This is an optimization exercise on Yosys and OpenROAD, whose aim is small area, a short achievable clock period and few clock cycles, not a production implementation.
At most, simulation tests tie the RTL to the original design; equivalence was not proved.
Power figures rest on the tool's default switching activity, not on a simulated workload.

// psiframe
module psiframe (
  input  wire        clk,
  input  wire        rst,         
  input  wire        cmd_valid,
  input  wire [63:0] cmd,
  output wire        cmd_ready,
  output wire        ev_valid,
  output wire [9:0]  ev,
  input  wire        ev_ready,
  output wire        idle,
  output wire [63:0] st
);
  localparam [1:0] M_IDLE = 2'd0, M_SEC = 2'd1, M_FAULT = 2'd3;
  localparam [2:0] F_SIZE = 3'd1, F_FIELD = 3'd2, F_SEQ = 3'd3, F_OPCODE = 3'd6;
  reg [1:0]  mode;
  reg [2:0]  fault;
  reg        legacy;
  reg [7:1]  accl;       
  reg [2:0]  nbits;
  reg [31:0] crc;
  reg [9:0]  seclen;
  reg        pc_v;
  reg        pc_me;      
  reg        pc_badop;   
  reg        pc_rsv;     
  reg        pc_abort;
  reg        pc_cfg;
  reg        pc_begin;
  reg        pc_sinkr;   
  reg        pc_putb;    
  reg        pc_nbad;    
  reg        pc_endc;
  reg        pc_endn;
  reg        pc_align;
  reg [4:0]  pc_nh;      
  reg [2:0]  pc_nl;      
  reg [3:0]  pc_lo;      
  reg [31:0] pc_d;
  reg        q_e;        
  reg [31:0] q_d;        
  reg [2:0]  q_cnt;      
  reg        q_crc;      
  reg        q_mk;       
  reg        q_ab;       
  reg        o_v;
  reg  [7:0] o_d;
  reg        o_m;        
  reg        o_body;     
  wire [7:0] op = cmd[63:56];
  wire rs_hi  = |cmd[55:38];
  wire rs_mid = |cmd[37:1];
  wire rs_lo  = cmd[0];
  wire rs_all = rs_hi | rs_mid | rs_lo;
  wire [5:0] n = cmd[37:32];
  wire op_nop   = op == 8'h00;
  wire op_abort = op == 8'h01;
  wire op_cfg   = op == 8'h02;
  wire op_begin = op == 8'h10;
  wire op_putb  = op == 8'h11;
  wire op_put1  = op == 8'h12;
  wire op_align = op == 8'h13;
  wire op_endc  = op == 8'h14;
  wire op_endn  = op == 8'h15;
  wire known = op_nop | op_abort | op_cfg | op_begin | op_putb | op_put1 |
               op_align | op_endc | op_endn;
  wire rsv   = (op_putb) ? rs_hi :
               (op_cfg | op_put1) ? (rs_hi | rs_mid) : rs_all;
  wire op_sink = op_putb | op_put1 | op_align;
  ...
For scale: about 170 flip-flops, about 150 I/O pins, ~0.0098 sq mm of cells after synthesis.
==> flow/config.mk <==
export PLATFORM = sky130hd
export DESIGN_NAME = psiframe
export DESIGN_NICKNAME = psiframe
export VERILOG_FILES = /design/flow/design.v
export SDC_FILE = /design/flow/constraint.sdc
export NUM_CORES = 4
export LEC_CHECK = 0
export CAP_MARGIN = 20
export CORE_MARGIN = 2
export CORE_UTILIZATION = 60
export CTS_BUF_LIST = sky130_fd_sc_hd__clkbuf_4 sky130_fd_sc_hd__clkbuf_8
export SETUP_SLACK_MARGIN = 5
export SLEW_MARGIN = 20
==> flow/constraint.sdc <==
create_clock -name core_clock -period 10.0 [get_ports {clk}]
set_input_delay 2.0000 -clock core_clock [delete_from_list [all_inputs] [get_ports {clk}]]
set_output_delay 2.0000 -clock core_clock [all_outputs]
set_load 0.01 [all_outputs]
standard.sh (not shown) runs the stock make flow with config.mk's settings and CLKGATE_MAP_FILE= SYNTH_SCRIPT=/design/flow/synth_recipe.tcl, a recipe that flattens the netlist after the stock synthesis.
==> flow/flow/run.sh <==
#!/bin/bash
set -euo pipefail
bash standard.sh SETUP_SLACK_MARGIN=6.8 "BUFFER_PORTS_ARGS=-buffer_cell sky130_fd_sc_hd__buf_1" finish > flow_make.log 2>&1
Testbench counts at the start, summed over its fixed seeds: cycles 110,582.
==> next run, changes <==
--- a/flow/design.v
+++ b/flow/design.v
@@ -176,14 +176,16 @@
   wire push = (emit_go & !(or_free & kh[1])) | endc_go | endn_go | ab_emit;
   wire q_e_next = q_e ? !push : (xfer & q_last);
   wire [2:0] nbits_next = clr ? 3'd0 : sink_go ? (pc_align ? 3'd0 : r) : nbits;
   wire [2:0] nbits_pred = !pc_v ? nbits :
                           pc_sinkr ? (pc_align ? 3'd0 : r) :
                           (pc_begin | pc_abort) ? 3'd0 : nbits;
-  wire [3:0] lo_in = {1'b0, nbits_pred} + {1'b0, nl_in};
   wire [3:0] lo_b  = {1'b0, nbits_pred} + {1'b0, n[2:0]};
+  wire [3:0] lo_1  = {1'b0, nbits_pred} + 4'd1;
+  wire [3:0] lo_7  = {1'b0, nbits_pred} + 4'd7;
+  wire [3:0] lo_in = op_put1 ? lo_1 : op_align ? lo_7 : op_endc ? {1'b0, nbits_pred} : lo_b;
   wire me_in = !((op_putb & (n[5:3] == 3'd0) & !lo_b[3]) |
                  (op_put1 & (nbits_pred != 3'd7)) |
                  (op_align & (nbits_pred == 3'd0)));
   wire take = cmd_valid & cmd_ready;
   wire pc_v_next  = cmd_ready ? cmd_valid : pc_v;
   wire pc_me_next = take ? me_in : pc_me;
Power went up by 0.86%.
Clock power rises by 4.6%.
First-iteration DRC count goes up by 4.3%.
Worst hold slack loses 0.0082 ns.
Setup slack gains 0.17 ns.
Via count rises by 3.2%.
Sequential power barely changes.
Testbench counts after the change, summed over its fixed seeds: cycles 110,582.

* * *

psiframe, a different RTL version from the one above (not shown whole).
Size: about 1000 cells after synthesis, about 150 I/O pins.
export LEC_CHECK = 0
export CAP_MARGIN = 20
export CORE_MARGIN = 2
export CORE_UTILIZATION = 60
export SETUP_SLACK_MARGIN = 5
export SLEW_MARGIN = 20
create_clock -name core_clock -period 10.0 [get_ports {clk}]
==> flow/flow/run.sh <==
#!/bin/bash
set -euo pipefail
bash standard.sh SETUP_SLACK_MARGIN=6.3 finish > flow_make.log 2>&1
==> next run, changes <==
--- a/flow/design.v
+++ b/flow/design.v
@@ -30,26 +30,26 @@
   localparam [1:0] M_IDLE = 2'd0, M_SEC = 2'd1, M_FAULT = 2'd3;
   localparam [2:0] F_SIZE = 3'd1, F_FIELD = 3'd2, F_SEQ = 3'd3, F_OPCODE = 3'd6;
   reg [1:0]  mode;
   reg [2:0]  fault;
   reg        legacy;
   reg [7:1]  accl;       
   reg [2:0]  nbits;
   reg [31:0] crc;
   reg [9:0]  seclen;
   reg        rdy;        
   reg        pc_v;
   reg        pc_me;      
+  reg        pc_bad;     
   reg        pc_badop;   
-  reg        pc_rsv;     
   reg        pc_abort;
   reg        pc_cfg;
   reg        pc_begin;
   reg        pc_sinkr;   
   reg        pc_putb;    
   reg        pc_nbad;    
   reg        pc_endc;
   reg        pc_endn;
   reg        pc_align;
   reg [4:0]  pc_nh;      
   reg [2:0]  pc_nl;      
   reg [31:0] pc_d;
@@ -85,42 +85,41 @@
   wire op_sink = op_putb | op_put1 | op_align;
   wire [4:0] nh_in = op_align ? 5'b00001 : op_endc ? 5'b10000 :
                      {n[5:3] == 3'd4, n[5:3] == 3'd3, n[5:3] == 3'd2,
                       n[5:3] == 3'd1, n[5:3] == 3'd0};
   wire [2:0] nl_in = op_align ? 3'd7 : op_endc ? 3'd0 : {n[2:1], n[0] | op_put1};
   assign ev_valid = o_v;
   assign ev       = {o_m, 1'b0, o_d};
   wire beat    = o_v & ev_ready;
   wire or_free = !o_v | ev_ready;
   wire [31:0] crc_next;
   psiframe_crc8 u_crc (.crc_in(crc), .data(o_d), .crc_out(crc_next));
   wire q_bytes = q_cnt != 3'd0;
-  reg  [7:0] q_dbyte, q_cbyte;
+  wire [31:0] q_src = q_crc ? crc : q_d;
+  reg  [7:0] q_byte;
   always @(*) begin
     case (q_cnt[1:0])
-      2'd1:    begin q_dbyte = q_d[7:0];   q_cbyte = crc[7:0];   end
-      2'd2:    begin q_dbyte = q_d[15:8];  q_cbyte = crc[15:8];  end
-      2'd3:    begin q_dbyte = q_d[23:16]; q_cbyte = crc[23:16]; end
-      default: begin q_dbyte = q_d[31:24]; q_cbyte = crc[31:24]; end
+      2'd1:    q_byte = q_src[7:0];
+      2'd2:    q_byte = q_src[15:8];
+      2'd3:    q_byte = q_src[23:16];
+      default: q_byte = q_src[31:24];
     endcase
   end
-  wire [7:0] q_byte = q_crc ? q_cbyte : q_dbyte;
   wire guard  = q_bytes & q_crc & o_v & o_body;
   wire xfer   = or_free & !q_e & !guard;
   wire q_last = q_bytes ? (q_cnt == 3'd1 && !q_mk) : 1'b1;
   wire in_idle  = mode == M_IDLE;
   wire in_sec   = mode == M_SEC;
   wire in_fault = mode == M_FAULT;
   wire nb0      = nbits == 3'd0;
-  wire pc_bad   = pc_badop | pc_rsv;
   wire [3:0] lo  = {1'b0, nbits} + {1'b0, pc_nl};
   wire       c   = lo[3];
   wire [2:0] r   = lo[2:0];
   wire [4:0] kh  = c ? {pc_nh[3:0], 1'b0} : pc_nh;
   wire       kz  = kh[0];
   wire [2:0] k   = {kh[4], kh[3] | kh[2], kh[3] | kh[1]};
   reg v_big;
   integer i;
   always @(*) begin
     v_big = 1'b0;
     for (i = 0; i < 32; i = i + 1)
       if (pc_d[i] && {pc_nh[4], pc_nh[3] | pc_nh[2], pc_nh[3] | pc_nh[1], pc_nl} <= i)
@@ -172,36 +171,34 @@
   end
   wire [7:0] first = ({8{kh[1]}} & pk[7:0])   | ({8{kh[2]}} & pk[15:8]) |
                      ({8{kh[3]}} & pk[23:16]) | ({8{kh[4]}} & pk[31:24]);
   wire [9:0] len0 = seclen + {7'd0, pc_nh[4], pc_nh[3] | pc_nh[2], pc_nh[3] | pc_nh[1]};
   wire [9:0] len1 = len0 + 10'd1;
   wire clr = ab_go | begin_go;       
   wire push = (emit_go & !(or_free & kh[1])) | endc_go | endn_go | ab_emit;
   wire q_e_next = q_e ? !push : (xfer & q_last);
   wire [2:0] nbits_next = clr ? 3'd0 : sink_go ? (pc_align ? 3'd0 : r) : nbits;
   wire [2:0] nbits_pred = !pc_v ? nbits :
                           pc_sinkr ? (pc_align ? 3'd0 : r) :
                           (pc_begin | pc_abort) ? 3'd0 : nbits;
-  wire [3:0] lo_in = {1'b0, nbits_pred} + {1'b0, n[2:0]};
+  wire [3:0] lo_in = {1'b0, nbits_pred} + {1'b0, nl_in};
   wire me_in = op_abort | op_begin | op_endc | op_endn |
-               (op_putb & ((n[5:3] != 3'd0) | lo_in[3])) |
-               (op_put1 & (nbits_pred == 3'd7)) |
-               (op_align & (nbits_pred != 3'd0));
+               (op_sink & !(nh_in[0] & !lo_in[3]));
   wire take = cmd_valid & rdy;
   wire pc_v_next  = rdy ? cmd_valid : pc_v;
   wire pc_me_next = take ? me_in : pc_me;
   always @(posedge clk) begin
     if (take) begin
+      pc_bad   <= !known | rsv;
       pc_badop <= !known;
-      pc_rsv   <= known & rsv;
       pc_abort <= op_abort & !rs_all;
       pc_cfg   <= op_cfg & !rsv;
       pc_begin <= op_begin & !rsv;
       pc_sinkr <= op_sink & !rsv;
       pc_putb  <= op_putb;
       pc_nbad  <= (n == 6'd0) || (n > 6'd32);
       pc_endc  <= op_endc & !rsv;
       pc_endn  <= op_endn & !rsv;
       pc_align <= op_align;
       pc_nh    <= nh_in;
       pc_nl    <= nl_in;
       pc_d     <= cmd[31:0];
Result: Non-clock buffer count grows by 3; clock-buffer cell count grows by 1; worst setup slack is worse by 210 ps; wire length grows by a few percent; power grows by a few percent; via count grows by a few percent; clock skew hardly moves; utilization grows by 0.34 points; design area grows slightly; worst hold slack is worse by 4.7 ps; combinational power grows by a few percent; clock power grows by a few percent.
Testbench counts after the change, summed over its fixed seeds: cycles 110,582.
Function not checked in the first run of this note: the RTL went through the layout flow alone.

[separate check: timing with driven ports]
In the flow no input, the clock included, has a driving cell. The finished layouts below were timed again as built, in two steps.
Step 1 (the two cells are an assumption about what drives the block):
set clk [get_ports {clk}]
set_driving_cell -lib_cell sky130_fd_sc_hd__clkbuf_16 $clk
set_driving_cell -lib_cell sky130_fd_sc_hd__buf_2 [delete_from_list [all_inputs] $clk]
Step 2 times the ports against the registers' clock, not the clock port: input delays grow and output delays shrink by t, the midpoint of the rising clock arrivals with the driver on.
a / b / c = ideal ports / drivers / drivers and shift; a / b = the first two.
run	t, ns	slack for setup (ns)	worst setup path at the end	worst data-port slew with drivers (ns)
the first run of note 1	0.495	6.524 / 6.525 / 6.029	input to register	0.04
the second run of note 1	0.506	6.697 / 6.660 / 6.299	input to register	0.05
the first run of note 2	0.474	6.290 / 6.319 / 5.846	input to register	0.04
the second run of note 2	0.459	6.080 / 6.086 / 5.627	input to register	0.04
After both steps setup and hold are still met in every run listed. The setup slack of the first run of note 1, which loses most, moves by +0.001 ns with the drivers and by -0.495 ns with both steps.
